What follows belongs to an exercise in optimizing a design on an open flow for small area; a production flow would make more cautious choices. The RTL was checked by simulation tests, not by an equivalence proof against the original design. No activity file was given, so power comes from the tool's default toggle rates.

Setup of P:
// stepper_sequencer
module stepper_sequencer (
    input  wire        clk,
    input  wire        rst,           
    input  wire        cmd_valid,
    output wire        cmd_ready,
    input  wire [47:0] cmd,
    output wire        rsp_valid,
    output wire [39:0] rsp,
    output reg         ser_latch,
    output reg         ser_data,
    output reg         ser_clk,
    output wire [7:0]  duty_a1,
    output wire [7:0]  duty_b1,
    output wire [7:0]  duty_a2,
    output wire [7:0]  duty_b2,
    output wire        delay_req,
    output wire [31:0] delay_ms,
    input  wire        delay_ack
);
Size in the first run: ~880 cells after synthesis, about 280 flip-flops, about 160 I/O pins.
clock: 22.0 ns
lec_check: 0
cap_margin: 20
core_margin: 2
core_utilization: 65
place_density: 0.75
slew_margin: 20
standard.sh (not shown) runs the stock make flow with config.mk's settings and CLKGATE_MAP_FILE= SYNTH_SCRIPT=/design/flow/synth_recipe.tcl, a recipe that flattens the netlist after the stock synthesis.
==> flow/flow/run.sh <==
#!/bin/bash
# Own layout flow: the standard ORFS flow, with
#  - synthesis by the standard flow's own script (synth_recipe.tcl, unchanged), except that
#    ABC maps the logic with an area-oriented script (flow/area.abc); ABC runs
#    after the flip-flops are mapped, so the registers are those of the
#    standard synthesis; the adder cells are left to ABC too (no ADDER_MAP_FILE),
#  - port buffers of the smallest buffer cell (every port still gets its buffer),
#  - one tie cell per constant instead of one per constant load,
#  - a clock tree without dummy loads, built from clkbuf_4 clusters of at most 8 sinks.
# The full make output goes to run_make.log in the work folder; ORFS's own
# per-step logs stay under orfs/logs.
set -euo pipefail
W=$(pwd)
{
  cat <<EOF
proc abc {args} {
  set i [lsearch -exact \$args -script]
  if { \$i >= 0 } { lset args [expr {\$i + 1}] $W/flow/area.abc }
  yosys abc {*}\$args
}
EOF
  cat "$W/synth_recipe.tcl"
} > "$W/own_synth.tcl"
CTS="-sink_clustering_enable -repair_clock_nets -dont_use_dummy_load -buf_list sky130_fd_sc_hd__clkbuf_4 -sink_clustering_size 8 -sink_clustering_max_diameter 40"
bash standard.sh \
  "SYNTH_SCRIPT=$W/own_synth.tcl" \
  "BUFFER_PORTS_ARGS=-buffer_cell sky130_fd_sc_hd__buf_1" \
  "CTS_ARGS=$CTS" \
  SKIP_REPAIR_TIE_FANOUT=1 \
  ADDER_MAP_FILE= \
  finish > run_make.log 2>&1
==> flow/flow/area.abc <==
strash
&get -n
&deepsyn -J 50
&put
dch -f
amap -m
topo
P | stages: all done | timing, DRC, antenna: all pass
## Diff of input files: Q against P
- CAP_MARGIN changed from 20 to 5
- SLEW_MARGIN changed from 20 to 5
diff --git a/flow/flow/run.sh b/flow/flow/run.sh
--- a/flow/flow/run.sh
+++ b/flow/flow/run.sh
@@ -8,3 +8,3 @@
 #  - one tie cell per constant instead of one per constant load,
-#  - a clock tree without dummy loads, built from clkbuf_4 clusters of at most 8 sinks.
+#  - a clock tree without dummy loads, built from clkbuf_8 clusters of at most 14 sinks.
 # The full make output goes to run_make.log in the work folder; ORFS's own
@@ -23,3 +23,3 @@
 } > "$W/own_synth.tcl"
-CTS="-sink_clustering_enable -repair_clock_nets -dont_use_dummy_load -buf_list sky130_fd_sc_hd__clkbuf_4 -sink_clustering_size 8 -sink_clustering_max_diameter 40"
+CTS="-sink_clustering_enable -repair_clock_nets -dont_use_dummy_load -buf_list sky130_fd_sc_hd__clkbuf_8 -sink_clustering_size 14 -sink_clustering_max_diameter 60"
 bash standard.sh \
==> flow/flow/area.abc <==
strash
dch -f
amap -m
topo
--- outcome ---
Every run (P and Q) finished clean. Relative to P, Q improves overall power after layout. Looking at floorplan die area, Q sits 1.2% above P. Of P and Q, P shows the lower cell depth of the worst setup path, with Q above it.
Modified inputs, R compared to Q
- changing CAP_MARGIN from 5 to 20
- changing SLEW_MARGIN from 5 to 20
diff --git a/flow/flow/run.sh b/flow/flow/run.sh
--- a/flow/flow/run.sh
+++ b/flow/flow/run.sh
@@ -8,3 +8,3 @@
 #  - one tie cell per constant instead of one per constant load,
-#  - a clock tree without dummy loads, built from clkbuf_8 clusters of at most 14 sinks.
+#  - a clock tree without dummy loads, built from clkbuf_16 clusters of at most 30 sinks.
 # The full make output goes to run_make.log in the work folder; ORFS's own
@@ -23,3 +23,3 @@
 } > "$W/own_synth.tcl"
-CTS="-sink_clustering_enable -repair_clock_nets -dont_use_dummy_load -buf_list sky130_fd_sc_hd__clkbuf_8 -sink_clustering_size 14 -sink_clustering_max_diameter 60"
+CTS="-sink_clustering_enable -repair_clock_nets -dont_use_dummy_load -buf_list sky130_fd_sc_hd__clkbuf_16 -sink_clustering_size 30 -sink_clustering_max_diameter 80"
 bash standard.sh \
==> flow/flow/area.abc <==
strash
&get -n
&deepsyn -J 50
&put
dch -f
amap -m
topo
--- outcome ---
R has completed all stages; timing, DRC and antenna checks passed. Compared with Q, R shows a minimum clock period after layout that is 0.097 ns higher. Summary: with Q as the reference, count of filler cells inserted in the layout in R moved down by a few percent. Compared with Q, in R first-pass GRT wire length up 3.9%; cell count along the critical path down 5.

* * *

## run a
stepper_sequencer, a different RTL version from the one above (not shown whole).
Size: ~280 flip-flops, ~160 I/O pins, ~11,000 µm² of cells after synthesis.
==> flow/config.mk <==
export PLATFORM = sky130hd
export DESIGN_NAME = stepper_sequencer
export DESIGN_NICKNAME = stepper_sequencer
export VERILOG_FILES = /design/flow/design.v
export SDC_FILE = /design/flow/constraint.sdc
export NUM_CORES = 4
export LEC_CHECK = 0
export ABC_AREA = 1
export CAP_MARGIN = 20
export CORE_MARGIN = 2
export CORE_UTILIZATION = 65
export GPL_ROUTABILITY_DRIVEN = 0
export GPL_TIMING_DRIVEN = 0
export PLACE_DENSITY = 0.75
export SLEW_MARGIN = 20
==> flow/constraint.sdc <==
create_clock -name core_clock -period 22.0 [get_ports {clk}]
set_input_delay 4.4000 -clock core_clock [delete_from_list [all_inputs] [get_ports {clk}]]
set_output_delay 4.4000 -clock core_clock [all_outputs]
set_load 0.01 [all_outputs]
==> flow/flow/run.sh <==
#!/bin/bash
# Own layout flow: the standard ORFS flow, with
#  - port buffers of the smallest buffer cell (every port still gets its buffer),
#  - one tie cell per constant instead of one per constant load,
#  - synthesis buffers removed at floorplan (repair_design re-buffers as needed),
#  - a clock tree without dummy loads, built from clkbuf_8 clusters of at most 14 sinks.
# The full make output goes to run_make.log in the work folder; ORFS's own
# per-step logs stay under orfs/logs.
set -euo pipefail
CTS="-sink_clustering_enable -repair_clock_nets -dont_use_dummy_load -buf_list sky130_fd_sc_hd__clkbuf_8 -sink_clustering_size 14 -sink_clustering_max_diameter 60"
bash standard.sh \
  "BUFFER_PORTS_ARGS=-buffer_cell sky130_fd_sc_hd__buf_1" \
  "CTS_ARGS=$CTS" \
  SKIP_REPAIR_TIE_FANOUT=1 \
  REMOVE_ABC_BUFFERS=1 \
  finish > run_make.log 2>&1
Edits applied to the flow inputs when going from run a to run b:
# run a
export LEC_CHECK = 0
export ABC_AREA = 1
export CAP_MARGIN = 20
export CORE_MARGIN = 2
export CORE_UTILIZATION = 65
export GPL_ROUTABILITY_DRIVEN = 0
export GPL_TIMING_DRIVEN = 0
export PLACE_DENSITY = 0.75
export SLEW_MARGIN = 20
create_clock -name core_clock -period 22.0 [get_ports {clk}]
# run b
export LEC_CHECK = 0
export ABC_AREA = 1
export CAP_MARGIN = 20
export CORE_MARGIN = 2
export CORE_UTILIZATION = 65
export PLACE_DENSITY = 0.75
export SLEW_MARGIN = 20
create_clock -name core_clock -period 22.0 [get_ports {clk}]
==> flow/flow/run.sh <==
#!/bin/bash
# Own layout flow: the standard ORFS flow, with
#  - port buffers of the smallest buffer cell (every port still gets its buffer),
#  - one tie cell per constant instead of one per constant load,
#  - a clock tree without dummy loads, built from clkbuf_8 clusters of at most 14 sinks.
# The full make output goes to run_make.log in the work folder; ORFS's own
# per-step logs stay under orfs/logs.
set -euo pipefail
CTS="-sink_clustering_enable -repair_clock_nets -dont_use_dummy_load -buf_list sky130_fd_sc_hd__clkbuf_8 -sink_clustering_size 14 -sink_clustering_max_diameter 60"
bash standard.sh \
  "BUFFER_PORTS_ARGS=-buffer_cell sky130_fd_sc_hd__buf_1" \
  "CTS_ARGS=$CTS" \
  SKIP_REPAIR_TIE_FANOUT=1 \
  finish > run_make.log 2>&1
==> comparison <==
Re iteration count of the initial detailed-routing pass: run b is 2 up on run a.
The run showing the greater non-clock buffer count is run b.
Run b finished every step from synthesis to the final layout, and the layout passed the timing, design-rule and antenna checks.
Per the comparison of run b with run a, met1 routed wirelength after detailed routing now sits higher, clock network fraction of design power stayed essentially flat, routed wire length went up about 2%, clock period minus worst slack went down 0.36 ns, met2 wirelength from detailed routing was more or less identical.
The via count number comes out higher for run b vs run a.
The design area of run b and that of run a are within noise of each other.
Run b vs run a: number of filler cells placed in the layout up

static timing again, ports no longer ideal:
How much do the figures lean on ideal ports? The routed layouts below were timed once more, with nothing changed but the port constraints. Step 1, drivers: a clkbuf_16 drives clk and a buf_2 each remaining input, both assumed. Step 2 also shifts input and output timing later by t, the mid clock arrival at the registers, as if the neighbouring blocks saw the same clock. Slacks: ideal ports / drivers / drivers and shift; pairs: ideal ports / drivers.
run	shift t [ns]	slack for setup (ns)	worst register clock-pin slew, ns	pins driven straight from the clock port
P	0.642	14.782 / 14.744 / 14.229	0.09 / 0.09	1
Q	0.562	14.778 / 14.746 / 14.235	0.10 / 0.10	1
R	0.504	14.681 / 14.704 / 14.199	0.11 / 0.11	1
run a	0.546	14.495 / 14.457 / 15.004	0.10 / 0.10	1
run b	0.572	14.852 / 14.813 / 15.385	0.10 / 0.10	1
After both steps every run listed still meets setup and hold. The setup slack of P, which loses most, moves by -0.038 ns with the drivers and by -0.553 ns with both steps.
